This design comes from an exercise in tuning for small area, a short achievable clock period and few clock cycles per item on the open sky130 flow, not from production work. In this exercise RTL edits were held to simulation tests only and were not proved equivalent to the original. Power figures rest on the tool's default switching activity, not on a simulated workload.

==> flow/config.mk <==
export PLATFORM = sky130hd
export DESIGN_NAME = crc_engine
export DESIGN_NICKNAME = crc_engine
export VERILOG_FILES = /design/flow/design.v
export SDC_FILE = /design/flow/constraint.sdc
export NUM_CORES = 4
export LEC_CHECK = 0
export CAP_MARGIN = 20
export CORE_MARGIN = 2
export CORE_UTILIZATION = 40
export SLEW_MARGIN = 20
export SYNTH_HIERARCHICAL = 1
export SYNTH_MEMORY_MAX_BITS = 16384
==> flow/constraint.sdc <==
create_clock -name core_clock -period 5.0 [get_ports {clk}]
set_input_delay 1.0000 -clock core_clock [delete_from_list [all_inputs] [get_ports {clk}]]
set_output_delay 1.0000 -clock core_clock [all_outputs]
set_load 0.01 [all_outputs]
==> flow/design.v <==
module crc32c_word (
    input  wire [31:0] x,
    output wire [31:0] z
);
    wire n32;
    wire n33;
    wire n34;
    wire n35;
    wire n36;
    wire n37;
    wire n38;
    wire n39;
    wire n40;
    wire n41;
    wire n42;
    wire n43;
    wire n44;
    wire n45;
    wire n46;
    wire n47;
    wire n48;
    wire n49;
    wire n50;
    wire n51;
    wire n52;
    wire n53;
    wire n54;
    wire n55;
    wire n56;
    wire n57;
    wire n58;
    wire n59;
    wire n60;
    wire n61;
    wire n62;
    wire n63;
    wire n64;
    wire n65;
    wire n66;
    wire n67;
    wire n68;
    wire n69;
    wire n70;
    wire n71;
    wire n72;
    wire n73;
    wire n74;
    wire n75;
    wire n76;
    wire n77;
    wire n78;
    wire n79;
    wire n80;
    wire n81;
    wire n82;
    wire n83;
    wire n84;
    wire n85;
    wire n86;
    wire n87;
    wire n88;
    wire n89;
    wire n90;
    wire n91;
    wire n92;
    wire n93;
    wire n94;
    wire n95;
    wire n96;
    wire n97;
    wire n98;
    wire n99;
    wire n100;
    wire n101;
    wire n102;
    wire n103;
    wire n104;
    wire n105;
    wire n106;
    wire n107;
    wire n108;
    wire n109;
    wire n110;
    wire n112;
    wire n113;
    wire n114;
    wire n115;
    wire n117;
    wire n118;
    wire n119;
    wire n121;
    wire n122;
    wire n123;
    wire n125;
    wire n126;
    wire n128;
    wire n129;
    wire n131;
    wire n132;
    wire n133;
    wire n135;
    wire n136;
    wire n137;
    wire n138;
    wire n140;
    wire n141;
    wire n142;
    wire n143;
    wire n144;
    wire n146;
    wire n147;
    wire n148;
    wire n149;
    wire n150;
    wire n152;
    wire n153;
    wire n154;
    wire n155;
    wire n157;
    wire n158;
    wire n159;
    wire n161;
    wire n162;
    wire n163;
    wire n165;
    wire n166;
    wire n167;
    wire n168;
    wire n170;
    wire n171;
    wire n172;
    wire n174;
    wire n175;
    wire n176;
    wire n178;
    wire n179;
    wire n180;
    wire n182;
    wire n183;
    wire n184;
    wire n185;
    wire n186;
    wire n188;
    wire n189;
    wire n190;
    wire n191;
    wire n192;
    wire n194;
    wire n195;
    wire n197;
    wire n198;
    wire n200;
    wire n201;
    wire n202;
    wire n204;
    wire n205;
    wire n206;
    wire n207;
    wire n209;
    wire n210;
    wire n211;
    wire n212;
    wire n214;
    wire n215;
    wire n217;
    wire n218;
    wire n219;
    wire n221;
    wire n222;
    wire n223;
    wire n224;
    wire n225;
    wire n227;
    wire n228;
    wire n230;
    wire n231;
    wire n232;
    wire n233;
    wire n235;
    wire n236;
    wire n237;
    wire n238;
    wire n240;
    wire n241;
    wire n242;
    wire n244;
    wire n245;
    wire n246;
    wire n247;
    wire n248;
    xr g32 (.a(x[0]), .b(x[23]), .z(n32));
    xr g33 (.a(x[6]), .b(x[15]), .z(n33));
    xr g34 (.a(x[2]), .b(x[25]), .z(n34));
    xr g35 (.a(x[1]), .b(x[20]), .z(n35));
    xr g36 (.a(x[21]), .b(x[22]), .z(n36));
    xr g37 (.a(x[10]), .b(x[26]), .z(n37));
    xr g38 (.a(x[4]), .b(x[13]), .z(n38));
    xr g39 (.a(x[8]), .b(x[17]), .z(n39));
    xr g40 (.a(x[7]), .b(x[16]), .z(n40));
    xr g41 (.a(x[5]), .b(x[14]), .z(n41));
    xr g42 (.a(x[3]), .b(x[28]), .z(n42));
    xr g43 (.a(x[9]), .b(x[27]), .z(n43));
    xr g44 (.a(x[30]), .b(x[31]), .z(n44));
    xr g45 (.a(x[19]), .b(n32), .z(n45));
    xr g46 (.a(x[11]), .b(x[29]), .z(n46));
    xr g47 (.a(x[12]), .b(x[18]), .z(n47));
    xr g48 (.a(x[24]), .b(n36), .z(n48));
    xr g49 (.a(n33), .b(n34), .z(n49));
    xr g50 (.a(n35), .b(n41), .z(n50));
    xr g51 (.a(x[29]), .b(n37), .z(n51));
    xr g52 (.a(n38), .b(n39), .z(n52));
    xr g53 (.a(x[10]), .b(x[11]), .z(n53));
    xr g54 (.a(x[5]), .b(x[12]), .z(n54));
    xr g55 (.a(x[18]), .b(n43), .z(n55));
    xr g56 (.a(n35), .b(n53), .z(n56));
    xr g57 (.a(x[7]), .b(n47), .z(n57));
    xr g58 (.a(n33), .b(n42), .z(n58));
    xr g59 (.a(x[6]), .b(n40), .z(n59));
    xr g60 (.a(x[3]), .b(n34), .z(n60));
    xr g61 (.a(x[27]), .b(n46), .z(n61));
    xr g62 (.a(x[16]), .b(n49), .z(n62));
    xr g63 (.a(x[8]), .b(n45), .z(n63));
    xr g64 (.a(x[25]), .b(x[30]), .z(n64));
    xr g65 (.a(x[9]), .b(x[26]), .z(n65));
    xr g66 (.a(x[23]), .b(x[31]), .z(n66));
    xr g67 (.a(x[21]), .b(x[24]), .z(n67));
    xr g68 (.a(x[3]), .b(n37), .z(n68));
    xr g69 (.a(x[28]), .b(n44), .z(n69));
    xr g70 (.a(x[23]), .b(n43), .z(n70));
    xr g71 (.a(n39), .b(n42), .z(n71));
    xr g72 (.a(x[31]), .b(n38), .z(n72));
    xr g73 (.a(n40), .b(n51), .z(n73));
    xr g74 (.a(x[17]), .b(n50), .z(n74));
    xr g75 (.a(x[19]), .b(n58), .z(n75));
    xr g76 (.a(n46), .b(n48), .z(n76));
    xr g77 (.a(x[4]), .b(n45), .z(n77));
    xr g78 (.a(x[9]), .b(x[29]), .z(n78));
    xr g79 (.a(x[1]), .b(x[24]), .z(n79));
    xr g80 (.a(x[14]), .b(x[18]), .z(n80));
    xr g81 (.a(x[22]), .b(x[25]), .z(n81));
    xr g82 (.a(x[11]), .b(x[26]), .z(n82));
    xr g83 (.a(x[22]), .b(n46), .z(n83));
    xr g84 (.a(x[30]), .b(n65), .z(n84));
    xr g85 (.a(n41), .b(n79), .z(n85));
    xr g86 (.a(n32), .b(n44), .z(n86));
    xr g87 (.a(n34), .b(n44), .z(n87));
    xr g88 (.a(n39), .b(n43), .z(n88));
    xr g89 (.a(x[2]), .b(n33), .z(n89));
    xr g90 (.a(x[4]), .b(n40), .z(n90));
    xr g91 (.a(x[15]), .b(n32), .z(n91));
    xr g92 (.a(x[21]), .b(n47), .z(n92));
    xr g93 (.a(x[20]), .b(n70), .z(n93));
    xr g94 (.a(x[6]), .b(n60), .z(n94));
    xr g95 (.a(n40), .b(n48), .z(n95));
    xr g96 (.a(n42), .b(n52), .z(n96));
    xr g97 (.a(n55), .b(n64), .z(n97));
    xr g98 (.a(n41), .b(n57), .z(n98));
    xr g99 (.a(n36), .b(n50), .z(n99));
    xr g100 (.a(n37), .b(n69), .z(n100));
    xr g101 (.a(n55), .b(n89), .z(n101));
    xr g102 (.a(n49), .b(n90), .z(n102));
    xr g103 (.a(n38), .b(n48), .z(n103));
    xr g104 (.a(n63), .b(n73), .z(n104));
    xr g105 (.a(n52), .b(n62), .z(n105));
    xr g106 (.a(n57), .b(n75), .z(n106));
    xr g107 (.a(x[24]), .b(x[28]), .z(n107));
    xr g108 (.a(n82), .b(n107), .z(n108));
    xr g109 (.a(n70), .b(n50), .z(n109));
    xr g110 (.a(n108), .b(n102), .z(n110));
    xr g111 (.a(n109), .b(n110), .z(z[0]));
    xr g112 (.a(x[27]), .b(n67), .z(n112));
    xr g113 (.a(n54), .b(n71), .z(n113));
    xr g114 (.a(n49), .b(n112), .z(n114));
    xr g115 (.a(n73), .b(n113), .z(n115));
    xr g116 (.a(n114), .b(n115), .z(z[1]));
    xr g117 (.a(x[26]), .b(n83), .z(n117));
    xr g118 (.a(n59), .b(n96), .z(n118));
    xr g119 (.a(n97), .b(n117), .z(n119));
    xr g120 (.a(n118), .b(n119), .z(z[2]));
    xr g121 (.a(n69), .b(n88), .z(n121));
    xr g122 (.a(n51), .b(n77), .z(n122));
    xr g123 (.a(n98), .b(n121), .z(n123));
    xr g124 (.a(n122), .b(n123), .z(z[3]));
    xr g125 (.a(n80), .b(n38), .z(n125));
    xr g126 (.a(n87), .b(n125), .z(n126));
    xr g127 (.a(n126), .b(n104), .z(z[4]));
    xr g128 (.a(n71), .b(n87), .z(n128));
    xr g129 (.a(n59), .b(n77), .z(n129));
    xr g130 (.a(n128), .b(n129), .z(z[5]));
    xr g131 (.a(n66), .b(n80), .z(n131));
    xr g132 (.a(n71), .b(n61), .z(n132));
    xr g133 (.a(n131), .b(n62), .z(n133));
    xr g134 (.a(n132), .b(n133), .z(z[6]));
    xr g135 (.a(x[30]), .b(n47), .z(n135));
    xr g136 (.a(n45), .b(n61), .z(n136));
    xr g137 (.a(n135), .b(n74), .z(n137));
    xr g138 (.a(n94), .b(n136), .z(n138));
    xr g139 (.a(n137), .b(n138), .z(z[7]));
    xr g140 (.a(x[2]), .b(x[26]), .z(n140));
    xr g141 (.a(n67), .b(n35), .z(n141));
    xr g142 (.a(n38), .b(n44), .z(n142));
    xr g143 (.a(n140), .b(n141), .z(n143));
    xr g144 (.a(n142), .b(n143), .z(n144));
    xr g145 (.a(n106), .b(n144), .z(z[8]));
    xr g146 (.a(x[1]), .b(x[13]), .z(n146));
    xr g147 (.a(x[31]), .b(n65), .z(n147));
    xr g148 (.a(n146), .b(n58), .z(n148));
    xr g149 (.a(n147), .b(n76), .z(n149));
    xr g150 (.a(n63), .b(n148), .z(n150));
    xr g151 (.a(n149), .b(n150), .z(z[9]));
    xr g152 (.a(x[28]), .b(x[30]), .z(n152));
    xr g153 (.a(n33), .b(n37), .z(n153));
    xr g154 (.a(n54), .b(n152), .z(n154));
    xr g155 (.a(n83), .b(n153), .z(n155));
    xr g156 (.a(n154), .b(n155), .z(z[10]));
    xr g157 (.a(x[12]), .b(x[13]), .z(n157));
    xr g158 (.a(n157), .b(n59), .z(n158));
    xr g159 (.a(n86), .b(n61), .z(n159));
    xr g160 (.a(n158), .b(n159), .z(z[11]));
    xr g161 (.a(n82), .b(n44), .z(n161));
    xr g162 (.a(n54), .b(n161), .z(n162));
    xr g163 (.a(n93), .b(n162), .z(n163));
    xr g164 (.a(n105), .b(n163), .z(z[12]));
    xr g165 (.a(x[17]), .b(n72), .z(n165));
    xr g166 (.a(n91), .b(n92), .z(n166));
    xr g167 (.a(n56), .b(n60), .z(n167));
    xr g168 (.a(n165), .b(n166), .z(n168));
    xr g169 (.a(n167), .b(n168), .z(z[13]));
    xr g170 (.a(x[13]), .b(x[25]), .z(n170));
    xr g171 (.a(n36), .b(n170), .z(n171));
    xr g172 (.a(n171), .b(n93), .z(n172));
    xr g173 (.a(n106), .b(n172), .z(z[14]));
    xr g174 (.a(x[14]), .b(x[20]), .z(n174));
    xr g175 (.a(x[28]), .b(n174), .z(n175));
    xr g176 (.a(n175), .b(n103), .z(n176));
    xr g177 (.a(n104), .b(n176), .z(z[15]));
    xr g178 (.a(n64), .b(n88), .z(n178));
    xr g179 (.a(n91), .b(n50), .z(n179));
    xr g180 (.a(n76), .b(n178), .z(n180));
    xr g181 (.a(n179), .b(n180), .z(z[16]));
    xr g182 (.a(x[1]), .b(x[9]), .z(n182));
    xr g183 (.a(x[23]), .b(n47), .z(n183));
    xr g184 (.a(n182), .b(n48), .z(n184));
    xr g185 (.a(n183), .b(n100), .z(n185));
    xr g186 (.a(n62), .b(n184), .z(n186));
    xr g187 (.a(n185), .b(n186), .z(z[17]));
    xr g188 (.a(x[0]), .b(x[10]), .z(n188));
    xr g189 (.a(x[22]), .b(n78), .z(n189));
    xr g190 (.a(n188), .b(n72), .z(n190));
    xr g191 (.a(n189), .b(n74), .z(n191));
    xr g192 (.a(n75), .b(n190), .z(n192));
    xr g193 (.a(n191), .b(n192), .z(z[18]));
    xr g194 (.a(x[28]), .b(n67), .z(n194));
    xr g195 (.a(n51), .b(n194), .z(n195));
    xr g196 (.a(n97), .b(n195), .z(z[19]));
    xr g197 (.a(x[19]), .b(n81), .z(n197));
    xr g198 (.a(n61), .b(n197), .z(n198));
    xr g199 (.a(n100), .b(n198), .z(z[20]));
    xr g200 (.a(x[12]), .b(n78), .z(n200));
    xr g201 (.a(n44), .b(n85), .z(n201));
    xr g202 (.a(n200), .b(n102), .z(n202));
    xr g203 (.a(n201), .b(n202), .z(z[21]));
    xr g204 (.a(x[14]), .b(x[24]), .z(n204));
    xr g205 (.a(n43), .b(n204), .z(n205));
    xr g206 (.a(n86), .b(n56), .z(n206));
    xr g207 (.a(n205), .b(n96), .z(n207));
    xr g208 (.a(n206), .b(n207), .z(z[22]));
    xr g209 (.a(x[27]), .b(x[20]), .z(n209));
    xr g210 (.a(n66), .b(n209), .z(n210));
    xr g211 (.a(n51), .b(n59), .z(n211));
    xr g212 (.a(n92), .b(n210), .z(n212));
    xr g213 (.a(n211), .b(n212), .z(z[23]));
    xr g214 (.a(n84), .b(n45), .z(n214));
    xr g215 (.a(n99), .b(n214), .z(n215));
    xr g216 (.a(n105), .b(n215), .z(z[24]));
    xr g217 (.a(n66), .b(n68), .z(n217));
    xr g218 (.a(n74), .b(n95), .z(n218));
    xr g219 (.a(n101), .b(n217), .z(n219));
    xr g220 (.a(n218), .b(n219), .z(z[25]));
    xr g221 (.a(x[0]), .b(x[9]), .z(n221));
    xr g222 (.a(x[18]), .b(x[19]), .z(n222));
    xr g223 (.a(n39), .b(n221), .z(n223));
    xr g224 (.a(n222), .b(n68), .z(n224));
    xr g225 (.a(n223), .b(n99), .z(n225));
    xr g226 (.a(n224), .b(n225), .z(z[26]));
    xr g227 (.a(n36), .b(n56), .z(n227));
    xr g228 (.a(n77), .b(n101), .z(n228));
    xr g229 (.a(n227), .b(n228), .z(z[27]));
    xr g230 (.a(x[2]), .b(n42), .z(n230));
    xr g231 (.a(n54), .b(n45), .z(n231));
    xr g232 (.a(n56), .b(n230), .z(n232));
    xr g233 (.a(n95), .b(n231), .z(n233));
    xr g234 (.a(n232), .b(n233), .z(z[28]));
    xr g235 (.a(x[12]), .b(x[23]), .z(n235));
    xr g236 (.a(n35), .b(n235), .z(n236));
    xr g237 (.a(n52), .b(n236), .z(n237));
    xr g238 (.a(n76), .b(n94), .z(n238));
    xr g239 (.a(n237), .b(n238), .z(z[29]));
    xr g240 (.a(n32), .b(n84), .z(n240));
    xr g241 (.a(n60), .b(n98), .z(n241));
    xr g242 (.a(n103), .b(n240), .z(n242));
    xr g243 (.a(n241), .b(n242), .z(z[30]));
    xr g244 (.a(x[27]), .b(n81), .z(n244));
    xr g245 (.a(n33), .b(n68), .z(n245));
    xr g246 (.a(n72), .b(n85), .z(n246));
    xr g247 (.a(n244), .b(n63), .z(n247));
    xr g248 (.a(n245), .b(n246), .z(n248));
    xr g249 (.a(n247), .b(n248), .z(z[31]));
endmodule
module crc32c_zero_byte (
    input  wire [31:0] x,
    output wire [29:0] z
);
    wire n32;
    wire n33;
    wire n34;
    wire n35;
    wire n36;
    wire n37;
    wire n39;
    wire n40;
    wire n41;
    wire n42;
    wire n43;
    wire n44;
    wire n45;
    wire n46;
    wire n47;
    wire n49;
    wire n50;
    wire n53;
    wire n55;
    wire n57;
    wire n59;
    wire n60;
    wire n63;
    wire n65;
    wire n67;
    wire n69;
    wire n71;
    wire n73;
    wire n75;
    wire n77;
    wire n79;
    wire n81;
    wire n82;
    wire n84;
    wire n86;
    wire n88;
    wire n90;
    wire n92;
    wire n93;
    wire n94;
    wire n96;
    wire n100;
    xr g32 (.a(x[1]), .b(x[6]), .z(n32));
    xr g33 (.a(x[2]), .b(x[4]), .z(n33));
    xr g34 (.a(x[3]), .b(x[5]), .z(n34));
    xr g35 (.a(x[0]), .b(x[7]), .z(n35));
    xr g36 (.a(n32), .b(n34), .z(n36));
    xr g37 (.a(x[7]), .b(n34), .z(n37));
    xr g38 (.a(x[2]), .b(n32), .z(z[24]));
    xr g39 (.a(x[0]), .b(n33), .z(n39));
    xr g40 (.a(x[1]), .b(x[3]), .z(n40));
    xr g41 (.a(x[6]), .b(n33), .z(n41));
    xr g42 (.a(x[4]), .b(x[7]), .z(n42));
    xr g43 (.a(x[5]), .b(n35), .z(n43));
    xr g44 (.a(x[2]), .b(n35), .z(n44));
    xr g45 (.a(x[7]), .b(z[24]), .z(n45));
    xr g46 (.a(n33), .b(n36), .z(n46));
    xr g47 (.a(x[8]), .b(n40), .z(n47));
    xr g48 (.a(n39), .b(n47), .z(z[0]));
    xr g49 (.a(x[1]), .b(x[9]), .z(n49));
    xr g50 (.a(n34), .b(n49), .z(n50));
    xr g51 (.a(n39), .b(n50), .z(z[1]));
    xr g52 (.a(x[10]), .b(n46), .z(z[2]));
    xr g53 (.a(x[11]), .b(n37), .z(n53));
    xr g54 (.a(n41), .b(n53), .z(z[3]));
    xr g55 (.a(x[5]), .b(x[12]), .z(n55));
    xr g56 (.a(n55), .b(n45), .z(z[4]));
    xr g57 (.a(x[13]), .b(n32), .z(n57));
    xr g58 (.a(n42), .b(n57), .z(z[5]));
    xr g59 (.a(x[1]), .b(x[4]), .z(n59));
    xr g60 (.a(x[14]), .b(n59), .z(n60));
    xr g61 (.a(n37), .b(n60), .z(z[6]));
    xr g62 (.a(x[15]), .b(n36), .z(z[7]));
    xr g63 (.a(x[16]), .b(n35), .z(n63));
    xr g64 (.a(n41), .b(n63), .z(z[8]));
    xr g65 (.a(x[17]), .b(n33), .z(n65));
    xr g66 (.a(n43), .b(n65), .z(z[9]));
    xr g67 (.a(x[18]), .b(x[5]), .z(n67));
    xr g68 (.a(n67), .b(n41), .z(z[10]));
    xr g69 (.a(x[19]), .b(x[6]), .z(n69));
    xr g70 (.a(n69), .b(n37), .z(z[11]));
    xr g71 (.a(x[3]), .b(x[20]), .z(n71));
    xr g72 (.a(n71), .b(n45), .z(z[12]));
    xr g73 (.a(x[1]), .b(x[21]), .z(n73));
    xr g74 (.a(x[7]), .b(n73), .z(z[13]));
    xr g75 (.a(x[4]), .b(x[22]), .z(n75));
    xr g76 (.a(n40), .b(n75), .z(z[14]));
    xr g77 (.a(x[5]), .b(x[23]), .z(n77));
    xr g78 (.a(n77), .b(n39), .z(z[15]));
    xr g79 (.a(x[0]), .b(x[24]), .z(n79));
    xr g80 (.a(n79), .b(n36), .z(z[16]));
    xr g81 (.a(x[25]), .b(n32), .z(n81));
    xr g82 (.a(n33), .b(n35), .z(n82));
    xr g83 (.a(n81), .b(n82), .z(z[17]));
    xr g84 (.a(x[26]), .b(x[5]), .z(n84));
    xr g85 (.a(n42), .b(n84), .z(z[18]));
    xr g86 (.a(x[27]), .b(n36), .z(n86));
    xr g87 (.a(n39), .b(n86), .z(z[19]));
    xr g88 (.a(x[7]), .b(x[28]), .z(n88));
    xr g89 (.a(n88), .b(n46), .z(z[20]));
    xr g90 (.a(x[29]), .b(n32), .z(n90));
    xr g91 (.a(n43), .b(n90), .z(z[21]));
    xr g92 (.a(x[3]), .b(x[4]), .z(n92));
    xr g93 (.a(x[6]), .b(x[30]), .z(n93));
    xr g94 (.a(n35), .b(n92), .z(n94));
    xr g95 (.a(n93), .b(n94), .z(z[22]));
    xr g96 (.a(x[2]), .b(x[31]), .z(n96));
    xr g97 (.a(n96), .b(n37), .z(z[23]));
    xr g98 (.a(x[3]), .b(n44), .z(z[25]));
    xr g99 (.a(x[0]), .b(x[4]), .z(z[26]));
    xr g100 (.a(x[0]), .b(x[1]), .z(n100));
    xr g101 (.a(x[5]), .b(n100), .z(z[27]));
    xr g102 (.a(x[0]), .b(z[24]), .z(z[28]));
    xr g103 (.a(n40), .b(n44), .z(z[29]));
endmodule
module crc16_byte (
    input  wire [15:0] x,
    output wire [14:0] z
);
    wire n27;
    xr g16 (.a(x[11]), .b(x[15]), .z(z[3]));
    xr g17 (.a(x[9]), .b(x[13]), .z(z[1]));
    xr g18 (.a(x[8]), .b(x[12]), .z(z[0]));
    xr g19 (.a(x[10]), .b(x[14]), .z(z[2]));
    xr g20 (.a(x[13]), .b(z[0]), .z(z[4]));
    xr g21 (.a(x[14]), .b(z[1]), .z(z[5]));
    xr g22 (.a(x[15]), .b(z[2]), .z(z[6]));
    xr g23 (.a(x[0]), .b(z[3]), .z(z[7]));
    xr g24 (.a(x[1]), .b(x[12]), .z(z[8]));
    xr g25 (.a(x[2]), .b(x[13]), .z(z[9]));
    xr g26 (.a(x[3]), .b(x[14]), .z(z[10]));
    xr g27 (.a(x[4]), .b(x[15]), .z(n27));
    xr g28 (.a(z[0]), .b(n27), .z(z[11]));
    xr g29 (.a(x[5]), .b(z[1]), .z(z[12]));
    xr g30 (.a(x[6]), .b(z[2]), .z(z[13]));
    xr g31 (.a(x[7]), .b(z[3]), .z(z[14]));
endmodule
module xr (
    input  wire a,
    input  wire b,
    output wire z
);
    assign z = a ^ b;
endmodule
module crc_engine (
    input  wire        clk,
    input  wire        rst,
    input  wire        cmd_valid,
    output wire        cmd_ready,
    input  wire [7:0]  cmd_op,
    input  wire [31:0] cmd_acc,
    input  wire [15:0] cmd_len,
    input  wire        data_valid,
    output wire        data_ready,
    input  wire [31:0] data,
    output wire        rsp_valid,
    input  wire        rsp_ready,
    output wire [3:0]  rsp_status,
    output wire [31:0] rsp_value
);
    reg         idle;      
    reg         busy;      
    reg         dr;        
    reg         rv;        
    reg         inv;       
    reg         is16;      
    reg         fin;       
    reg         nodata;    
    reg         first;     
    reg         pend;      
    reg  [1:0]  km;        
    reg  [1:0]  xm;        
    reg  [13:0] cnt;       
    reg  [1:0]  kl;        
    reg         lastw;     
    reg  [1:0]  j;         
    reg  [1:0]  zc;        
    reg  [31:0] y;
    assign cmd_ready  = idle;
    assign data_ready = dr;
    assign rsp_valid  = rv;
    assign rsp_status = {4{inv}};
    assign rsp_value  = y;
    wire take_cmd = idle & cmd_valid;
    wire op_a = (cmd_op == 8'h40);
    wire op_f = (cmd_op == 8'h41);
    wire op_c = (cmd_op == 8'h42);
    wire op_h = (cmd_op == 8'h48);
    wire op_g = (cmd_op == 8'h49);
    wire len0 = (cmd_len == 16'd0);
    wire op_data = op_a | op_c | op_h | op_g;
    wire [31:0] r32, rz;
    wire [15:0] r16;
    wire [31:0] u_w_z;
    crc32c_word u_w (.x(y[31:0]), .z(u_w_z));
    assign r32 = {u_w_z[31], u_w_z[30], u_w_z[29], u_w_z[28], u_w_z[27], u_w_z[26], u_w_z[25], u_w_z[24], u_w_z[23], u_w_z[22], u_w_z[21], u_w_z[20], u_w_z[19], u_w_z[18], u_w_z[17], u_w_z[16], u_w_z[15], u_w_z[14], u_w_z[13], u_w_z[12], u_w_z[11], u_w_z[10], u_w_z[9], u_w_z[8], u_w_z[7], u_w_z[6], u_w_z[5], u_w_z[4], u_w_z[3], u_w_z[2], u_w_z[1], u_w_z[0]};
    wire [29:0] u_z_z;
    crc32c_zero_byte u_z (.x(y[31:0]), .z(u_z_z));
    assign rz = {u_z_z[29], u_z_z[28], u_z_z[27], u_z_z[26], y[3], y[2], u_z_z[25], u_z_z[24], u_z_z[23], u_z_z[22], u_z_z[21], u_z_z[20], u_z_z[19], u_z_z[18], u_z_z[17], u_z_z[16], u_z_z[15], u_z_z[14], u_z_z[13], u_z_z[12], u_z_z[11], u_z_z[10], u_z_z[9], u_z_z[8], u_z_z[7], u_z_z[6], u_z_z[5], u_z_z[4], u_z_z[3], u_z_z[2], u_z_z[1], u_z_z[0]};
    wire [14:0] u_h_z;
    crc16_byte u_h (.x(y[15:0]), .z(u_h_z));
    assign r16 = {u_h_z[14], u_h_z[13], u_h_z[12], u_h_z[11], u_h_z[10], u_h_z[9], u_h_z[8], u_h_z[7], u_h_z[6], u_h_z[5], u_h_z[4], y[12], u_h_z[3], u_h_z[2], u_h_z[1], u_h_z[0]};
    wire fin_phase = pend & ~busy;                      
    wire zmode     = fin_phase & ~is16 & (kl != 2'd0);
    wire last_red  = fin_phase & (is16 | (kl == 2'd0) | (zc == 2'd1));
    wire fixup     = first & nodata;                    
    wire respond   = last_red | fixup;
    wire s32 = pend & ~is16 & ~zmode;
    wire s16 = pend & is16;
    wire sz  = zmode;
    wire sy_h = ~pend & ~idle & (~first | km[1]);
    wire sy_l = ~pend & ~idle & (~first | km[0]);
    wire s1_h = first & xm[1];
    wire s1_l = first & xm[0];
    wire fc   = fin & respond;                          
    wire dv   = busy & data_valid;                      
    wire hs   = dr & data_valid;                        
    wire [1:0] jl = (lastw & (kl != 2'd0)) ? kl - 2'd1 : 2'd3;
    wire d32  = dv & ~is16;
    wire d16  = dv & is16;
    wire [3:0] g32 = {d32 & (~lastw | (kl == 2'd0)),
                      d32 & (~lastw | (kl == 2'd0) | (kl == 2'd3)),
                      d32 & (~lastw | (kl != 2'd1)),
                      d32};
    wire [3:0] g16 = {d16 & (j == 2'd3), d16 & (j == 2'd2),
                      d16 & (j == 2'd1), d16 & (j == 2'd0)};
    wire [7:0] b16 = ({8{g16[0]}} & data[7:0])   | ({8{g16[1]}} & data[15:8]) |
                     ({8{g16[2]}} & data[23:16]) | ({8{g16[3]}} & data[31:24]);
    wire [31:0] dw = {{8{g32[3]}} & data[31:24], {8{g32[2]}} & data[23:16],
                      ({8{g32[1]}} & data[15:8]) | b16, {8{g32[0]}} & data[7:0]};
    wire [31:0] o  = ({32{idle}} & cmd_acc) | dw | {32{fc}};
    wire [31:0] q = ({32{sz}} & rz) | {16'h0000, {16{s16}} & r16} |
                    {{16{sy_h}} & y[31:16], {16{sy_l}} & y[15:0]} |
                    {{16{s1_h}}, {16{s1_l}}};
    wire [31:0] yn = (({32{s32}} & r32) | q) ^ o;
    always @(posedge clk)
        y <= yn;
    wire lastw_next = (kl == 2'd0) ? (cnt == 14'd2) : (cnt == 14'd1);
    wire [1:0] jl_next = (lastw_next & (kl != 2'd0)) ? kl - 2'd1 : 2'd3;
    wire wdone = ~is16 | (j == jl);                     
    always @(posedge clk) begin
        if (take_cmd) begin
            inv    <= ~(op_data | op_f);
            is16   <= op_h | op_g;
            fin    <= op_c | op_f;
            nodata <= ~op_data | len0;
            km     <= {op_a | op_f, op_a | op_f | op_h};
            xm     <= {op_c, op_c | op_g};
            kl     <= cmd_len[1:0];
            cnt    <= cmd_len[15:2];
            lastw  <= (cmd_len[1:0] == 2'd0) ? (cmd_len[15:2] == 14'd1)
                                             : (cmd_len[15:2] == 14'd0);
        end else if (hs) begin
            cnt    <= cnt - 14'd1;
            lastw  <= lastw_next;
        end
        if (hs & lastw)
            zc <= kl;
        else if (zmode)
            zc <= zc - 2'd1;
    end
    always @(posedge clk) begin
        if (rst) begin
            idle  <= 1'b1;
            busy  <= 1'b0;
            dr    <= 1'b0;
            rv    <= 1'b0;
            pend  <= 1'b0;
            first <= 1'b0;
            j     <= 2'd0;
        end else begin
            if (take_cmd) begin
                idle  <= 1'b0;
                first <= 1'b1;
                j     <= 2'd0;
                if (op_data & ~len0) begin
                    busy <= 1'b1;
                    dr   <= ~(op_h | op_g) | (cmd_len == 16'd1);
                end
            end
            if (busy)
                pend <= data_valid;
            else if (respond)
                pend <= 1'b0;
            if (dv) begin
                first <= 1'b0;
                j     <= wdone ? 2'd0 : j + 2'd1;
                if (wdone & lastw) begin
                    busy <= 1'b0;
                    dr   <= 1'b0;
                end else if (is16)
                    dr <= wdone ? (jl_next == 2'd0) : (j + 2'd1 == jl);
            end
            if (fixup)
                first <= 1'b0;
            if (respond)
                rv <= 1'b1;
            if (rv & rsp_ready) begin
                rv   <= 1'b0;
                idle <= 1'b1;
            end
        end
    end
endmodule
==> flow/run.sh <==
#!/bin/bash
# synth_recipe.tcl (not shown) runs the flow's synth.tcl, then flattens the netlist and writes it again
# the make line also repeats each setting of config.mk as NAME=value (left out here)
make -C /OpenROAD-flow-scripts/flow DESIGN_CONFIG=/design/flow/config.mk WORK_HOME=/design/flow/orfs CLKGATE_MAP_FILE= SYNTH_SCRIPT=/design/flow/synth_recipe.tcl finish
==> flow_summary.json, run 1 <==
{
  "outcome": "finished clean",
  "synth_async_sr_flop_share": 0,
  "drc": 0,
  "tightest_slew_ns": 0.9077,
  "p_leak_nw": 3.566,
  "powerDensity_nw_per_um2": 663.9,
  "crit_fanout": 8,
  "setup_tns_ns": 0,
  "nets": 986,
  "synth_top_family_by_area": "XOR/XNOR gates",
  "layout.cells.non_filler": 1112,
  "core-area_um2": 17180,
  "synth_fa_ha_area_frac": 0.01970,
  "synth.distinct_cells": 48,
  "routed_wl_um": 24190,
  "cts.sinks": 67,
  "cts_tree": "yes",
  "first_pass_iters": 5,
  "setup_viol": 0,
  "p_total_w": 0.005889,
  "period_minus_slack_ns": 3.335,
  "muxShareOfSynthArea": 0.004476,
  "synthSimpleGateAreaFrac": 0.09848,
  "path_class": "reg2reg",
  "htreeDepth": 3,
  "grt_pass1_wl_um": 36040,
  "vias": 6179,
  "final_cell_mix": "xor2_1 (326), clkdlybuf4s50_1 (131), nand2_1 (40), dfxtp_1 (40), a22oi_1 (33)",
  "start_util": 0.4068,
  "timing.rr.start": "y[23]",
  "hold_violations": 0,
  "root_buffer": "clkbuf_16",
  "synth_compound_area_frac": 0.1662,
  "r2r-end": "y[3]",
  "critPathCaptureType": "flip-flop",
  "grt_pass1_vias": 5998,
  "cts_max_path_buffers": 2,
  "maxSlewViolCount": 0,
  "vias_per_cell": 5.557,
  "required_ns": 5.21,
  "skew_ns": 0.008371,
  "r2r_cells": 8,
  "clk_latency_ns": 0.34,
  "drt_iter0_drc": 511,
  "io_pins": 132,
  "wl_per_cell_um": 21.75,
  "row_count": 48,
  "synth_seq_area_share": 0.2306,
  "syn_inst": 761,
  "rsz0062_at_grt": "false",
  "port_buffers": 131,
  "cp-start-kind": "flip-flop",
  "area_growth_pct": 26.93,
  "worst-endpoint-arrival_ns": 3.55,
  "r2r_slack_ns": 1.66,
  "ys_ff_latch": 67,
  "gr-usage-all-layers": 0.2630,
  "dieWidth_um": 136.2,
  "layout-drive-gt1-share": 0.05975,
  "synth-xor-area-share": 0.4412,
  "yosysTopAreaCell": "xor2_1",
  "fmax_mhz": 299.8,
  "synth-edff-count": 27,
  "ys.flop_type": "dfxtp_1",
  "place_hpwl_um": 18790,
  "holdWs_ns": 0.5154,
  "min_path_cells": 1,
  "placed_cells": 1096,
  "grt.overflow.total": 0,
  "maxCapViolations": 0,
  "layout_commonest_cell": "xor2_1",
  "synth_nets": 865,
  "holdBufCountCts": 0,
  "slew_headroom": 0.3928,
  "grt_max_degree": 38,
  "holdCritStartpoint": "rv",
  "antenna_found_initial": 0,
  "yosysTopAreaCellShare": 0.4086,
  "yosysWarnings": 7,
  "synth_area_um2": 6988,
  "hold_class": "reg2reg",
  "synth_area_leaders": "xor2_1 (41%), edfxtp_1 (12%), dfxtp_1 (11%)",
  "place.gp.congestion": 0.9895,
  "post-cts-setup-buffers": 0,
  "antenna_left": 0,
  "syn_area_per_cell_um2": 9.183,
  "cts_buffers": 9,
  "dieArea_um2": 18540,
  "die_h_um": 136.2,
  "hold_end": "rv",
  "fill_cells": 1639,
  "max-vdd-ir-drop_uv": 408.5,
  "antenna_cells": 0,
  "clk_pin_slew_ns": 0.06,
  "period_share": 0.6671,
  "post_cts_resized": 0,
  "final_util": 0.5164
}
where the power goes:
group	internal [W]	leakage (nW)	switching (W)
sequential	0.000652	0.586	0.000204
clock	0.000541	0.177	0.000254
combinational	0.00157	2.80	0.00267
total	0.00276	3.57	0.00313
registers in the layout, indices dropped and copies added, names as in the netlist:
register	cells
lastw	1
dr	1
fin	1
first	1
nodata	1
j	2
zc	2
is16	1
pend	1
idle	1
kl	2
rv	1
y	32
xm	2
inv	1
cnt	14
busy	1
km	2
through the flow:
stage                     area, um2  setup slack [ns]
final                          8870             1.665
after global routing           8870             1.588
after CTS                      8869             1.768
after detailed placement       8502             1.755
after global placement         8494             1.735
after floorplan                6988             2.343
cell usage after synthesis (all sizes together), types with 7 or more instances:
cell type / instances
nand2: 40
a21oi: 21
dfxtp: 40
ha: 11
edfxtp: 27
a221oi: 40
nor3: 9
nor4: 7
nand3: 23
a221o: 16
xnor2: 26
nor2: 32
buf: 21
a22oi: 33
a211oi: 11
clkbuf: 15
xor2: 326
inv: 16
how the worst max path moves through the flow:
stage | startpoint | endpoint | slack (ns) | depth (start not counted)
floorplan | y[1] | y[2] | 2.34 | 7
global placement | y[23] | y[3] | 1.73 | 8
detailed placement | data_valid | y[24] | 1.75 | 6
CTS | y[23] | y[3] | 1.77 | 8
global route | y[23] | y[3] | 1.59 | 8
finish | y[23] | y[3] | 1.66 | 8
area by class of cell:
class	count	area [um2]	share of cell area
multi-input combinational	642	5126	0.5779
sequential	67	1612	0.1817
timing repair buffer	146	1424	0.1605
tap	225	281.5	0.03174
clock buffer	10	229.0	0.02581
clock inverter	6	137.6	0.01552
inverter	16	60.06	0.006771
layer usage:
layer / share of wire / wire length (um) / track usage / vias up
li1: - / - / - / 2915
met1: 0.44 / 10640 / 0.3530 / 2925
met2: 0.46 / 11020 / 0.4109 / 283
met3: 0.065 / 1576 / 0.04623 / 56
met4: 0.039 / 952 / 0.1198 / 0
met5: 0 / 0 / 0 / -
cells by family after synthesis:
kind of cell               count (synthesis)
xor gates and xnor gates                 352
AOI/OAI and AO/OA                        139
and+or+nand+nor                          137
DFF                                       67
buffers and inverters                     52
adders and majority gates                 11
muxes                                      3
modules after synthesis (local to each module, per instance), a selection:
| module | flip-flops and latches | cells | copies in the design |
|---|---|---|---|
| crc_engine | 67 | 455 | 1 |
| xr | 0 | 1 | 306 |
worst max-delay path: stages, from the launching register on:
cell and delay [ns]:
dfxtp_1 0.31, buf_4 0.23, xor2_1 0.68, xor2_1 0.58
xor2_1 0.49, xor2_1 0.21, xor2_1 0.32, a221oi_1 0.19
xor2_1 0.19
Testbench counts, summed over its fixed seeds: cycles 107,278, bytes 379,321.
==> inputs of run 2 (changes only) <==
--- a/flow/config.mk
+++ b/flow/config.mk
@@ -8,6 +8,7 @@
 export CAP_MARGIN = 20
 export CORE_MARGIN = 2
 export CORE_UTILIZATION = 40
+export SETUP_SLACK_MARGIN = 2.5
 export SLEW_MARGIN = 20
 export SYNTH_HIERARCHICAL = 1
 export SYNTH_MEMORY_MAX_BITS = 16384
==> flow_summary.json, run 2 <==
{
  "outcome": "finished clean",
  "fill_cells": 1539,
  "cp-start-kind": "flip-flop",
  "gr-usage-all-layers": 0.2738,
  "first_pass_iters": 4,
  "cts_tree": "yes",
  "antenna_left": 0,
  "grt.overflow.total": 0,
  "hold_class": "reg2reg",
  "r2r_cells": 8,
  "ys.flop_type": "dfxtp_1",
  "largest_register_ffs": 32,
  "place.gp.congestion": 1.007,
  "nets": 991,
  "syn_inst": 761,
  "top_register": "y",
  "synth_seq_area_share": 0.2306,
  "cp.depth": 1,
  "syn_area_per_cell_um2": 9.183,
  "period_minus_slack_ns": 2.531,
  "cts_buffers": 9,
  "holdBufCountCts": 0,
  "holdCritStartpoint": "rv",
  "clk_pin_slew_ns": 0.05,
  "ys_ff_latch": 67,
  "maxSlewViolCount": 0,
  "port_buffers": 131,
  "setup_viol": 0,
  "endpoint": "rsp_value[19]",
  "clk_latency_ns": 0.34,
  "required_ns": 4.00,
  "grt_pass1_wl_um": 37340,
  "top_regs": "y x32, cnt x14",
  "synth.distinct_cells": 48,
  "place_hpwl_um": 19220,
  "area_growth_pct": 38.78,
  "final_cell_mix": "xor2_1 (281), clkdlybuf4s50_1 (130), nand2_1 (40), nor2_1 (30), a22oi_1 (30)",
  "drt_iter0_drc": 507,
  "worst-endpoint-arrival_ns": 1.53,
  "vias": 6270,
  "maxCapViolations": 0,
  "synth_area_um2": 6988,
  "critPathSlowestCell": "clkdlybuf4s50_1",
  "row_count": 48,
  "routed_wl_um": 25330,
  "dieArea_um2": 18540,
  "slew_headroom": 0.4753,
  "period_share": 0.5061,
  "yosysMostFrequentCell": "xor2_1",
  "vias_per_cell": 5.613,
  "htreeDepth": 3,
  "cp-startpoint": "y[19]",
  "synth-edff-count": 27,
  "path_buf_inv": 1,
  "p_leak_nw": 3.717,
  "cts_max_path_buffers": 2,
  "setup_tns_ns": 0,
  "r2r_slack_ns": 2.48,
  "synth_async_sr_flop_share": 0,
  "drc": 0,
  "antenna_cells": 0,
  "route.met3.wl_um": 2018,
  "synthTopCellsByCount": "xor2_1 (326), dfxtp_1 (40), nand2_1 (40)",
  "hold_violations": 0,
  "path_cells": "clkdlybuf4s50_1",
  "cts.sinks": 67,
  "skew_ns": 0.01182,
  "layout_commonest_cell": "xor2_1",
  "placed_cells": 1093,
  "rsz0062_at_grt": "true",
  "route.met2.wl_um": 11810,
  "start_util": 0.4068,
  "highest_layer": "met4",
  "fmax_mhz": 395.2,
  "core-area_um2": 17180,
  "layout-drive-gt1-share": 0.1637,
  "wirelength_met1_um": 10580,
  "dieWidth_um": 136.2,
  "yosysTopAreaCellShare": 0.4086,
  "yosysTopAreaCell": "xor2_1",
  "grt_pass1_vias": 6273,
  "crit_fanout": 7,
  "antenna_found_initial": 0,
  "synth_area_leaders": "xor2_1 (41%), edfxtp_1 (12%), dfxtp_1 (11%)",
  "slowest_delay_ns": 0.62,
  "timing.rr.start": "y[4]",
  "powerDensity_nw_per_um2": 649.7,
  "yosysWarnings": 7,
  "cp_top_family": "buffers and inverters",
  "r2r-end": "y[2]",
  "tightest_slew_ns": 0.7845,
  "synth_nets": 865,
  "root_buffer": "clkbuf_16",
  "io_pins": 132,
  "layout.cells.non_filler": 1117,
  "max-vdd-ir-drop_uv": 408.8,
  "critPathCaptureType": "output pin",
  "grt_max_degree": 37,
  "wl_per_cell_um": 22.67,
  "path_class": "reg2out",
  "die_h_um": 136.2
}
run 2: cells by family (layout without fill, tap and decap cells):
| kind of cell | count (synthesis) | count (layout) | share of synthesized area |
|---|---|---|---|
| xor+xnor | 352 | 352 | 0.4412 |
| compound gates | 139 | 139 | 0.1662 |
| simple gates | 137 | 137 | 0.09848 |
| flops | 67 | 67 | 0.2306 |
| buf+inv | 52 | 183 | 0.03939 |
| fa+ha+maj | 11 | 11 | 0.01970 |
| mux | 3 | 3 | 0.004476 |
run 2: worst min-delay path by stage:
stage	to	slack (ns)	cells after the start
global placement	rv	0.47	1
detailed placement	rv	0.50	1
floorplan	pend	0.50	2
global route	rv	0.53	1
finish	rv	0.50	1
CTS	rv	0.51	1
run 2: report_power, final:
| part | total (W) | internal (W) | switching (W) |
|---|---|---|---|
| registers | 0.000968 | 0.000672 | 0.000296 |
| clock network | 0.000676 | 0.000433 | 0.000243 |
| logic | 0.00466 | 0.00180 | 0.00286 |
run 2: layout make-up:
cell class | instances | area (um2) | share of cell area
multi-input combinational | 642 | 5837 | 0.6019
sequential | 67 | 1677 | 0.1729
timing repair buffer | 151 | 1533 | 0.1580
tap | 225 | 281.5 | 0.02903
clock buffer | 10 | 229.0 | 0.02361
clock inverter | 6 | 81.33 | 0.008386
inverter | 16 | 60.06 | 0.006193
run 2: stage by stage:
| step | area (um2) | total power (W) | hold WS [ns] | worst slack (ns) | utilization |
|---|---|---|---|---|---|
| global route | 9698 | 0.006571 | 0.5270 | 2.382 | 0.5646 |
| floorplan | 7013 | 0.003732 | 0.4979 | 2.478 | - |
| detailed placement | 8497 | 0.004957 | 0.5032 | 1.808 | 0.4947 |
| global placement | 8497 | 0.005020 | 0.4743 | 1.824 | 0.4947 |
| CTS | 9239 | 0.005871 | 0.5124 | 2.401 | 0.5379 |
| finish | 9698 | 0.006301 | 0.5042 | 2.469 | 0.5646 |
run 2: layer usage:
| metal | track usage | vias to the layer above |
|---|---|---|
| met1 | 0.3545 | 3011 |
| met5 | 0 | - |
| met4 | 0.1285 | 0 |
| li1 | - | 2901 |
| met3 | 0.06003 | 62 |
| met2 | 0.4338 | 296 |
run 2: per-module statistics from Yosys, one instance, submodules excluded, excerpt:
module,flops+latches,copies in the design
crc_engine,67,1
xr,0,306
run 2: timing repair:
action | CTS | global route
setup buffers | 3 | 5
pin swaps | 3 | 9
gates resized for setup | 82 | 58
cloned | 0 | 0
setup endpoints to repair | 59 | 46
endpoints found under the hold margin | 0 | 0
==> inputs of run 3 (changes only) <==
==> flow/flow/run.sh (new file) <==
#!/bin/bash
# The standard layout, with plain buffers on the ports: buffer_ports picks a
# clock delay cell by default, which is larger and slower than buf_1.
set -euo pipefail
bash standard.sh synth > synth.log 2>&1
export BUFFER_PORTS_ARGS="-buffer_cell sky130_fd_sc_hd__buf_1"
bash standard.sh > layout.log 2>&1
==> flow/standard.sh (new file) <==
#!/bin/bash
# synth_recipe.tcl (not shown) runs the flow's synth.tcl, then flattens the netlist and writes it again
# the make line also repeats each setting of config.mk as NAME=value (left out here)
make -C /OpenROAD-flow-scripts/flow DESIGN_CONFIG=/design/flow/config.mk WORK_HOME=/design/flow/orfs CLKGATE_MAP_FILE= SYNTH_SCRIPT=/design/flow/synth_recipe.tcl "${@:-finish}"
removed: flow/run.sh
==> flow_summary.json, run 3 <==
{
  "r2r-end": "y[16]",
  "synth_nets": 865,
  "use_met1": 0.3480,
  "nets": 989,
  "cts_buffers": 9,
  "final_cell_mix": "xor2_1 (283), buf_1 (131), nand2_1 (40), a22oi_1 (33), nor2_1 (31)",
  "gr-usage-all-layers": 0.2624,
  "pre_cts_slack_ns": 1.849,
  "clk_pin_slew_ns": 0.06,
  "largest_register_ffs": 32,
  "setup_tns_ns": 0,
  "design_area_um2": 8678,
  "p_leak_nw": 3.300,
  "grt_pass1_wl_um": 35700,
  "setup_slack_ns": 2.400,
  "r2r_slack_ns": 2.40,
  "dieWidth_um": 136.2,
  "crit_fanout": 6,
  "wl_per_cell_um": 22.06,
  "outcome": "finished clean",
  "cp_top_family": "XOR/XNOR gates",
  "setup_viol": 0,
  "skew_ns": 0.01450,
  "switching_power_w": 0.003478,
  "maxSlewViolCount": 0,
  "synth_seq_area_share": 0.2306,
  "first_pass_iters": 5,
  "period_minus_slack_ns": 2.600,
  "netSwitchingFraction": 0.5587,
  "fill_cells": 1656,
  "yosysTopAreaCellShare": 0.4086,
  "place_hpwl_um": 18220,
  "timing.rr.start": "y[17]",
  "tightest_slew_ns": 0.7719,
  "fmax_mhz": 384.6,
  "post_dp_cell_area_um2": 7640,
  "place.gp.congestion": 1.016,
  "top_register": "y",
  "hold_class": "reg2reg",
  "top_regs": "y x32, cnt x14",
  "synth_area_leaders": "xor2_1 (41%), edfxtp_1 (12%), dfxtp_1 (11%)",
  "busiest_layer": "met2",
  "min_path_cells": 2,
  "syn_inst": 761,
  "synthTopCellsByCount": "xor2_1 (326), dfxtp_1 (40), nand2_1 (40)",
  "holdBufCountCts": 0,
  "io_pins": 132,
  "powerDensity_nw_per_um2": 717.2,
  "hold_end": "idle",
  "cp-start-kind": "flip-flop",
  "slew_headroom": 0.4836,
  "drc": 0,
  "crit_top_cell": "xor2_1",
  "p_seq_frac": 0.165,
  "core-area_um2": 17180,
  "port_buffers": 131,
  "worst-endpoint-arrival_ns": 2.86,
  "ys_ff_latch": 67,
  "routed_wl_um": 24590,
  "internal_power_w": 0.002747,
  "path_class": "reg2reg",
  "antenna_found_initial": 0,
  "hold_violations": 0,
  "cts.sinks": 67,
  "seq_area_um2": 1689,
  "syn_area_per_cell_um2": 9.183,
  "layout_commonest_cell": "xor2_1",
  "clk_latency_ns": 0.35,
  "period_share": 0.5200,
  "holdCritStartpoint": "idle",
  "grt.overflow.total": 0,
  "root_buffer": "clkbuf_16",
  "maxCapViolations": 0,
  "start_util": 0.4068,
  "critPathSlowestCell": "dfxtp_2",
  "final_util": 0.5052,
  "r2r_cells": 8,
  "combPwrFrac": 0.726,
  "cp-startpoint": "y[17]",
  "antenna_cells": 0,
  "dieArea_um2": 18540,
  "path_buf_inv": 0,
  "required_ns": 5.26,
  "grt_pass1_vias": 6049,
  "grt_use_met2": 0.4084,
  "yosysMostFrequentCell": "xor2_1",
  "path_cells": "xor2_4 -> xor2_1 -> xor2_1 -> xor2_1 -> xor2_1 -> nand2_1 -> nand3_1 -> xnor2_1",
  "slowest_delay_ns": 0.50,
  "yosysWarnings": 7,
  "cts_tree": "yes",
  "synth_async_sr_flop_share": 0,
  "die_h_um": 136.2,
  "cts_max_path_buffers": 2,
  "htreeDepth": 3,
  "ys.flop_type": "dfxtp_1",
  "synth-edff-count": 27,
  "critPathCaptureType": "flip-flop",
  "multiInputGateArea_um2": 5687,
  "yosysTopAreaCell": "xor2_1",
  "vias": 6319,
  "area_growth_pct": 24.19,
  "max-vdd-ir-drop_uv": 540.7,
  "drt_iter0_drc": 487,
  "holdWs_ns": 0.5000,
  "grt_max_degree": 36,
  "synth_area_um2": 6988,
  "antenna_left": 0,
  "row_count": 48,
  "layout-drive-gt1-share": 0.1461,
  "rsz0062_at_grt": "true",
  "gr-usage-met3": 0.06227,
  "clockPowerShare": 0.109,
  "vias_per_cell": 5.667,
  "synth.distinct_cells": 48
}
run 3: cell counts after synthesis:
No cell type changed its count.
run 3: layer usage:
layer / wire length (um) / part of all wire / vias up
li1: - / - / 2888
met1: 10300 / 0.42 / 3039
met2: 11260 / 0.46 / 343
met3: 2290 / 0.093 / 49
met4: 740 / 0.030 / 0
met5: 0 / 0 / -
run 3: worst max path at each step:
stage                 end  slack [ns]  cells after the start
floorplan            y[2]        2.48                      7
global placement     y[2]        1.85                      7
detailed placement   y[2]        1.85                      7
CTS                  y[2]        2.43                      7
global route        y[17]        2.42                      8
finish              y[16]        2.40                      8
run 3: worst register-to-register path: cells and delay by family, from the launching register on:
| family | cells | cell delay [ns] |
|---|---|---|
| simple gates | 2 | 0.21 |
| flops | 1 | 0.50 |
| xor+xnor | 6 | 1.82 |
run 3: per-module statistics from Yosys, one instance, submodules excluded, excerpt:
module / flip-flops and latches / copies in the design
crc_engine: 67 / 1
xr: 0 / 306
run 3: timing repair:
item                       4_1_cts  5_1_grt
pin swaps                        3        9
resized for setup               68       45
buffers inserted                 1       10
setup endpoints to repair       32       30
run 3: power by group through the flow:
stage               Combinational [W]  Clock [W]  Sequential [W]
finish                        0.00452   0.000679         0.00103
global route                  0.00474   0.000711         0.00104
CTS                           0.00407   0.000687        0.000990
detailed placement            0.00391          0        0.000954
global placement              0.00396          0        0.000951
floorplan                     0.00286          0        0.000875
run 3: area by class of cell:
class                   count  share of cell area
clock buffers              10             0.02638
flip-flops and latches     67              0.1946
clock inverters             6            0.009227
inverters                  16            0.006920
multi-input cells         642              0.6553
repair buffers            149             0.07512
well taps                 225             0.03244
run 3: cell families after synthesis:
family                     share of synthesized area
xor gates and xnor gates                      0.4412
DFF                                           0.2306
AOI/OAI and AO/OA                             0.1662
and+or+nand+nor                              0.09848
adders and majority gates                    0.01970
buffers and inverters                        0.03939
muxes                                       0.004476
run 3: stage by stage:
step / total power [W] / std cells
3_3_place_gp: 0.004911 / 1087
3_5_place_dp: 0.004860 / 1088
5_1_grt: 0.006492 / 1115
4_1_cts: 0.005751 / 1105
2_1_floorplan: 0.003732 / 761
6_report: 0.006224 / 1115
==> inputs of run 4 (changes only) <==
--- a/flow/config.mk
+++ b/flow/config.mk
@@ -8,7 +8,7 @@
 export CAP_MARGIN = 20
 export CORE_MARGIN = 2
 export CORE_UTILIZATION = 40
-export SETUP_SLACK_MARGIN = 2.5
+export SETUP_SLACK_MARGIN = 3.0
 export SLEW_MARGIN = 20
 export SYNTH_HIERARCHICAL = 1
 export SYNTH_MEMORY_MAX_BITS = 16384
==> flow_summary.json, run 4 <==
{
  "cts.sinks": 67,
  "placed_cells": 1087,
  "synth-edff-count": 27,
  "fill_cells": 1126,
  "row_count": 48,
  "skew_ns": 0.009115,
  "outcome": "finished clean",
  "hold_violations": 0,
  "clk_pin_slew_ns": 0.06,
  "cts_buffers": 9,
  "ys.flop_type": "dfxtp_1",
  "maxCapViolations": 0,
  "min_path_cells": 1,
  "dieArea_um2": 18540,
  "rsz0062_at_grt": "true",
  "routed_wl_um": 36150,
  "synth_async_sr_flop_share": 0,
  "crit_top_cell": "xor2_4",
  "holdCritStartpoint": "rv",
  "synth_area_leaders": "xor2_1 (41%), edfxtp_1 (12%), dfxtp_1 (11%)",
  "r2r_cells": 9,
  "layout.cells.non_filler": 1315,
  "first_pass_iters": 6,
  "period_share": 0.5615,
  "synth_seq_area_share": 0.2306,
  "wl_per_cell_um": 27.49,
  "cp_top_family": "XOR/XNOR gates",
  "area_growth_pct": 75.49,
  "syn_area_per_cell_um2": 9.183,
  "path_class": "reg2reg",
  "layout-drive-gt1-share": 0.4468,
  "synth_nets": 865,
  "maxSlewViolCount": 0,
  "powerDensity_nw_per_um2": 783.5,
  "drt_iter0_drc": 720,
  "required_ns": 5.20,
  "hold_end": "rv",
  "grt_max_degree": 35,
  "multiInputGateArea_um2": 7014,
  "critPathCaptureType": "flip-flop",
  "grt.overflow.total": 0,
  "worst-endpoint-arrival_ns": 3.01,
  "grt_pass1_wl_um": 45400,
  "path_cells": "xor2_4 -> xor2_4 -> buf_6 -> xor2_4 -> xor2_2 -> xor2_1 -> nand2_1 -> nand3_1 -> xnor2_1",
  "max-vdd-ir-drop_uv": 769.4,
  "slew_headroom": 0.4370,
  "period_minus_slack_ns": 2.807,
  "dieWidth_um": 136.2,
  "antenna_found_initial": 1,
  "yosysMostFrequentCell": "xor2_1",
  "synthTopCellsByCount": "xor2_1 (326), dfxtp_1 (40), nand2_1 (40)",
  "crit_fanout": 7,
  "gr-usage-all-layers": 0.3373,
  "cts_tree": "yes",
  "seq_area_um2": 1737,
  "path_buf_inv": 1,
  "setup_viol": 0,
  "drc": 0,
  "r2r-end": "y[24]",
  "root_buffer": "clkbuf_16",
  "place.gp.congestion": 0.9609,
  "yosysWarnings": 7,
  "grt_pass1_vias": 7383,
  "syn_inst": 761,
  "vias_per_cell": 5.921,
  "htreeDepth": 3,
  "top_register": "y",
  "hold_class": "reg2reg",
  "io_pins": 132,
  "cp-start-kind": "flip-flop",
  "layout_commonest_cell": "xor2_1",
  "antenna_left": 0,
  "die_h_um": 136.2,
  "cts_max_path_buffers": 2,
  "tightest_slew_ns": 0.8425,
  "r2r_slack_ns": 2.19,
  "start_util": 0.4068,
  "yosysTopAreaCell": "xor2_1",
  "port_buffers": 131,
  "fmax_mhz": 356.2,
  "setup_tns_ns": 0,
  "clk_latency_ns": 0.34,
  "yosysTopAreaCellShare": 0.4086,
  "largest_register_ffs": 32,
  "place_hpwl_um": 18530,
  "synth_area_um2": 6988,
  "core-area_um2": 17180,
  "vias": 7786,
  "synth.distinct_cells": 48,
  "antenna_cells": 0,
  "nets": 1189,
  "p_leak_nw": 4.892,
  "slowest_delay_ns": 0.50,
  "top_regs": "y x32, cnt x14",
  "final_cell_mix": "xor2_1 (202), buf_4 (134), buf_1 (101), buf_6 (73), xor2_2 (66)",
  "ys_ff_latch": 67,
  "critPathSlowestCell": "xor2_2",
  "timing.rr.start": "y[5]"
}
run 4: cell counts after synthesis:
Identical to the previous run, type by type.
run 4: final cells by class:
cell class | instances | share of cell area
timing repair buffer | 349 | 0.2334
sequential | 67 | 0.1416
inverter | 16 | 0.004897
clock inverter | 7 | 0.006734
clock buffer | 9 | 0.01837
tap | 225 | 0.02296
multi-input combinational | 642 | 0.5720
run 4: metal layers:
| layer | vias to the layer above | GRT usage | wire length (um) |
|---|---|---|---|
| met5 | - | 0 | 11 |
| met4 | 2 | 0.1921 | 3241 |
| met3 | 223 | 0.08688 | 4066 |
| met2 | 549 | 0.5539 | 16670 |
| met1 | 3787 | 0.4000 | 12170 |
| li1 | 3225 | - | - |
run 4: kinds of logic after synthesis:
group / share of synthesized area
AND/OR/NAND/NOR: 0.09848
buffers and inverters: 0.03939
multiplexers: 0.004476
adder cells (fa/ha/maj): 0.01970
XOR/XNOR: 0.4412
AO/OA/AOI/OAI: 0.1662
flip-flops: 0.2306
run 4: worst max path at each step:
stage               start  endpoint  cells past startpoint
2_1_floorplan        y[6]      y[2]                      7
3_3_place_gp        kl[0]      y[7]                      7
3_5_place_dp   data_valid     y[12]                      5
4_1_cts              y[0]      y[4]                      8
5_1_grt              y[5]     y[24]                      9
6_report             y[5]     y[24]                      9
run 4: per-stage QoR:
stage	setup slack [ns]	hold slack [ns]	area [um2]	util	total power [W]
floorplan	2.867	0.4979	7546	-	0.003921
global placement	2.124	0.4776	8119	0.4727	0.005104
detailed placement	2.331	0.4814	8128	0.4732	0.005043
CTS	2.778	0.5020	10930	0.6365	0.007381
global route	2.214	0.5185	12260	0.7139	0.009717
finish	2.193	0.5066	12260	0.7139	0.009608
run 4: report_power, final:
part           total (W)  switching, W  internal [W]
logic            0.00802       0.00478       0.00324
clock network   0.000669      0.000239      0.000430
registers       0.000916      0.000231      0.000685
run 4: modules after synthesis, one instance, submodules excluded, a selection:
module,flops+latches,area [um2],cells inside,copies in the design
xr,0,8.758,1,306
crc_engine,67,4308,455,1
run 4: repair_timing:
item	4_1_cts	5_1_grt
setup endpoints to repair	67	67
pin swaps	69	78
setup buffers	141	69
hold buffers	0	0
gates cloned	2	0
gates resized for setup	217	126
==> inputs of run 5 (changes only) <==
--- a/flow/config.mk
+++ b/flow/config.mk
@@ -8,7 +8,7 @@
 export CAP_MARGIN = 20
 export CORE_MARGIN = 2
 export CORE_UTILIZATION = 40
-export SETUP_SLACK_MARGIN = 3.0
+export SETUP_SLACK_MARGIN = 3.5
 export SLEW_MARGIN = 20
 export SYNTH_HIERARCHICAL = 1
 export SYNTH_MEMORY_MAX_BITS = 16384
==> flow_summary.json, run 5 <==
{
  "outcome": "finished clean",
  "slew_headroom": 0.4220,
  "clk_pin_slew_ns": 0.05,
  "slowest_delay_ns": 0.46,
  "yosysTopAreaCell": "xor2_1",
  "grt_pass1_wl_um": 45410,
  "rsz0062_at_grt": "true",
  "dieArea_um2": 18540,
  "start_util": 0.4068,
  "die_h_um": 136.2,
  "muxShareOfSynthArea": 0.004476,
  "r2r_slack_ns": 2.46,
  "timing.rr.start": "y[21]",
  "synth-xor-area-share": 0.4412,
  "final_util": 0.7570,
  "gr-usage-all-layers": 0.3392,
  "core-area_um2": 17180,
  "setup_viol": 0,
  "syn_area_per_cell_um2": 9.183,
  "period_minus_slack_ns": 2.539,
  "min_path_cells": 2,
  "cts_buffers": 9,
  "design_area_um2": 13000,
  "r2r-end": "y[8]",
  "hold_class": "reg2reg",
  "maxCapViolations": 0,
  "area_growth_pct": 86.07,
  "p_leak_nw": 5.151,
  "antenna_found_initial": 0,
  "grt_use_met2": 0.5489,
  "drt_iter0_drc": 633,
  "max-vdd-ir-drop_uv": 1025,
  "synth-edff-count": 27,
  "post_dp_cell_area_um2": 8239,
  "use_met1": 0.3882,
  "synth_fa_ha_area_frac": 0.01970,
  "synth_top_family_by_area": "XOR/XNOR gates",
  "grt_pass1_vias": 7504,
  "synth_nets": 865,
  "critPathCaptureType": "flip-flop",
  "crit_fanout": 4,
  "layout-drive-gt1-share": 0.5297,
  "cts_tree": "yes",
  "path_cells": "buf_4 -> buf_12 -> xor2_4 -> xor2_2 -> xor2_1 -> xor2_1 -> xor2_1 -> a221oi_2 -> xor2_1",
  "yosysTopAreaCellShare": 0.4086,
  "fmax_mhz": 393.9,
  "required_ns": 5.21,
  "place.gp.congestion": 0.9302,
  "dieWidth_um": 136.2,
  "period_share": 0.5077,
  "synth_area_um2": 6988,
  "synth_area_leaders": "xor2_1 (41%), edfxtp_1 (12%), dfxtp_1 (11%)",
  "clk_latency_ns": 0.34,
  "crit_top_cell": "xor2_1",
  "grt.overflow.total": 0,
  "cp-start-kind": "flip-flop",
  "ys.flop_type": "dfxtp_1",
  "busiest_layer": "met2",
  "synthSimpleGateAreaFrac": 0.09848,
  "synth_seq_area_share": 0.2306,
  "r2r_cells": 9,
  "yosysWarnings": 7,
  "synth.distinct_cells": 48,
  "nets": 1211,
  "tightest_slew_ns": 0.8649,
  "place_hpwl_um": 18490,
  "yosysMostFrequentCell": "xor2_1",
  "hold_end": "j[0]",
  "htreeDepth": 3,
  "synthTopCellsByCount": "xor2_1 (326), dfxtp_1 (40), nand2_1 (40)",
  "top_regs": "y x32, cnt x14",
  "layout_commonest_cell": "xor2_1",
  "cts_max_path_buffers": 2,
  "ys_ff_latch": 67,
  "skew_ns": 0.01249,
  "antenna_left": 0,
  "maxSlewViolCount": 0,
  "holdCritStartpoint": "j[0]",
  "syn_inst": 761,
  "drc": 0,
  "first_pass_iters": 8,
  "critPathSlowestCell": "xor2_2",
  "grt_max_degree": 35,
  "row_count": 48,
  "worst-endpoint-arrival_ns": 2.75,
  "io_pins": 132,
  "synth_compound_area_frac": 0.1662,
  "largest_register_ffs": 32,
  "cts.sinks": 67,
  "setup_tns_ns": 0,
  "synth_async_sr_flop_share": 0,
  "powerDensity_nw_per_um2": 763.1,
  "port_buffers": 131,
  "final_cell_mix": "xor2_1 (185), buf_4 (156), buf_6 (89), buf_1 (83), xor2_2 (77)",
  "root_buffer": "clkbuf_16",
  "hold_violations": 0,
  "vias": 7835,
  "top_register": "y",
  "antenna_cells": 0,
  "vias_per_cell": 5.860,
  "routed_wl_um": 38030,
  "path_class": "reg2reg",
  "gr-usage-met3": 0.07942,
  "wl_per_cell_um": 28.44
}
## run 5: area by class of cell
type	instances	area, um2
timing repair buffer	370	3203
fill	1059	4174
clock inverter	3	15.01
tap	225	281.5
clock buffer	13	250.2
sequential	67	1743
multi-input combinational	643	7441
inverter	16	68.82
## run 5: cell families after synthesis
group	after synthesis
flip-flops	67
AND/OR/NAND/NOR	137
adder cells (fa/ha/maj)	11
XOR/XNOR	352
buffers and inverters	52
multiplexers	3
AO/OA/AOI/OAI	139
## run 5: how the worst max path moves through the flow
stage,startpoint,endpoint,slack [ns],depth (start not counted)
after global placement,data_valid,y[12],2.29,5
final,y[21],y[8],2.46,9
after global routing,y[9],y[24],2.43,10
after floorplan,y[6],y[2],2.87,7
after CTS,y[0],y[31],2.80,10
after detailed placement,data_valid,y[12],2.30,5
## run 5: timing repair
item                                    4_1_cts  5_1_grt
setup buffers                               173       58
endpoints found under the setup margin      127      119
hold buffers                                  0        0
gates cloned                                  4        0
pin swaps                                   116       96
gates resized for setup                     284      150
## run 5: metrics by stage
step	hold WS, ns	std cells	total power [W]	setup WS, ns
floorplan	0.4979	761	0.003953	2.867
global placement	0.4840	1086	0.005184	2.288
detailed placement	0.4878	1086	0.005114	2.305
CTS	0.5711	1279	0.007455	2.796
global route	0.5876	1337	0.01009	2.432
finish	0.5710	1337	0.009922	2.461
## run 5: report_power, final
| part | total, W | internal [W] | switching [W] |
|---|---|---|---|
| clock | 0.000585 | 0.000347 | 0.000237 |
| combinational | 0.00843 | 0.00337 | 0.00506 |
| sequential | 0.000905 | 0.000684 | 0.000221 |
## run 5: per-module statistics from Yosys, one instance, submodules excluded, excerpt
module	cell area, um2	cells inside
crc_engine	4308	455
xr	8.758	1
## run 5: metal layers
metal  up-vias  routed length [um]
met5         -                   0
met4         0                3634
met3       224                4151
met2       566               17480
met1      3788               12760
li1       3257                   -
## run 5: worst max-delay path, delay by kind of cell, from the launching register on
kind	cells	cell delay, ns
AOI/OAI and AO/OA	1	0.11
buffers and inverters	2	0.24
xor gates and xnor gates	6	1.66
DFF	1	0.41

==> afterwards: timing with drivers on the ports <==
In the flow no input, the clock included, has a driving cell. The finished layouts below were timed again as built, in two steps.
Step 1 sets driving cells, clkbuf_16 on the clock port and buf_2 on the other inputs (assumed; they add their load-dependent delay and slew).
Step 2, shift: input delay + t, output delay - t, t = (earliest + latest rising clock arrival at the registers) / 2. This alone moves slack from input paths to output paths.
a / b / c = no drivers / after step 1 / after step 2; a / b = the first two.
| run | t, ns | setup slack, ns | hold WS [ns] | latest minus earliest clock arrival (ns) |
|---|---|---|---|---|
| run 1 | 0.380 | 1.665 / 1.665 / 1.665 | 0.515 / 0.515 / 0.515 | 0.010 / 0.010 |
| run 2 | 0.380 | 2.469 / 2.425 / 2.224 | 0.504 / 0.504 / 0.504 | 0.012 / 0.012 |
| run 3 | 0.384 | 2.400 / 2.400 / 2.283 | 0.500 / 0.500 / 0.500 | 0.014 / 0.014 |
| run 4 | 0.373 | 2.193 / 2.193 / 2.193 | 0.507 / 0.507 / 0.507 | 0.009 / 0.009 |
| run 5 | 0.373 | 2.461 / 2.461 / 2.461 | 0.571 / 0.571 / 0.571 | 0.013 / 0.013 |
After both steps setup and hold are still met in every run listed. For run 2, which loses most, drivers alone change the setup slack by -0.044 ns; drivers and shift together by -0.245 ns.
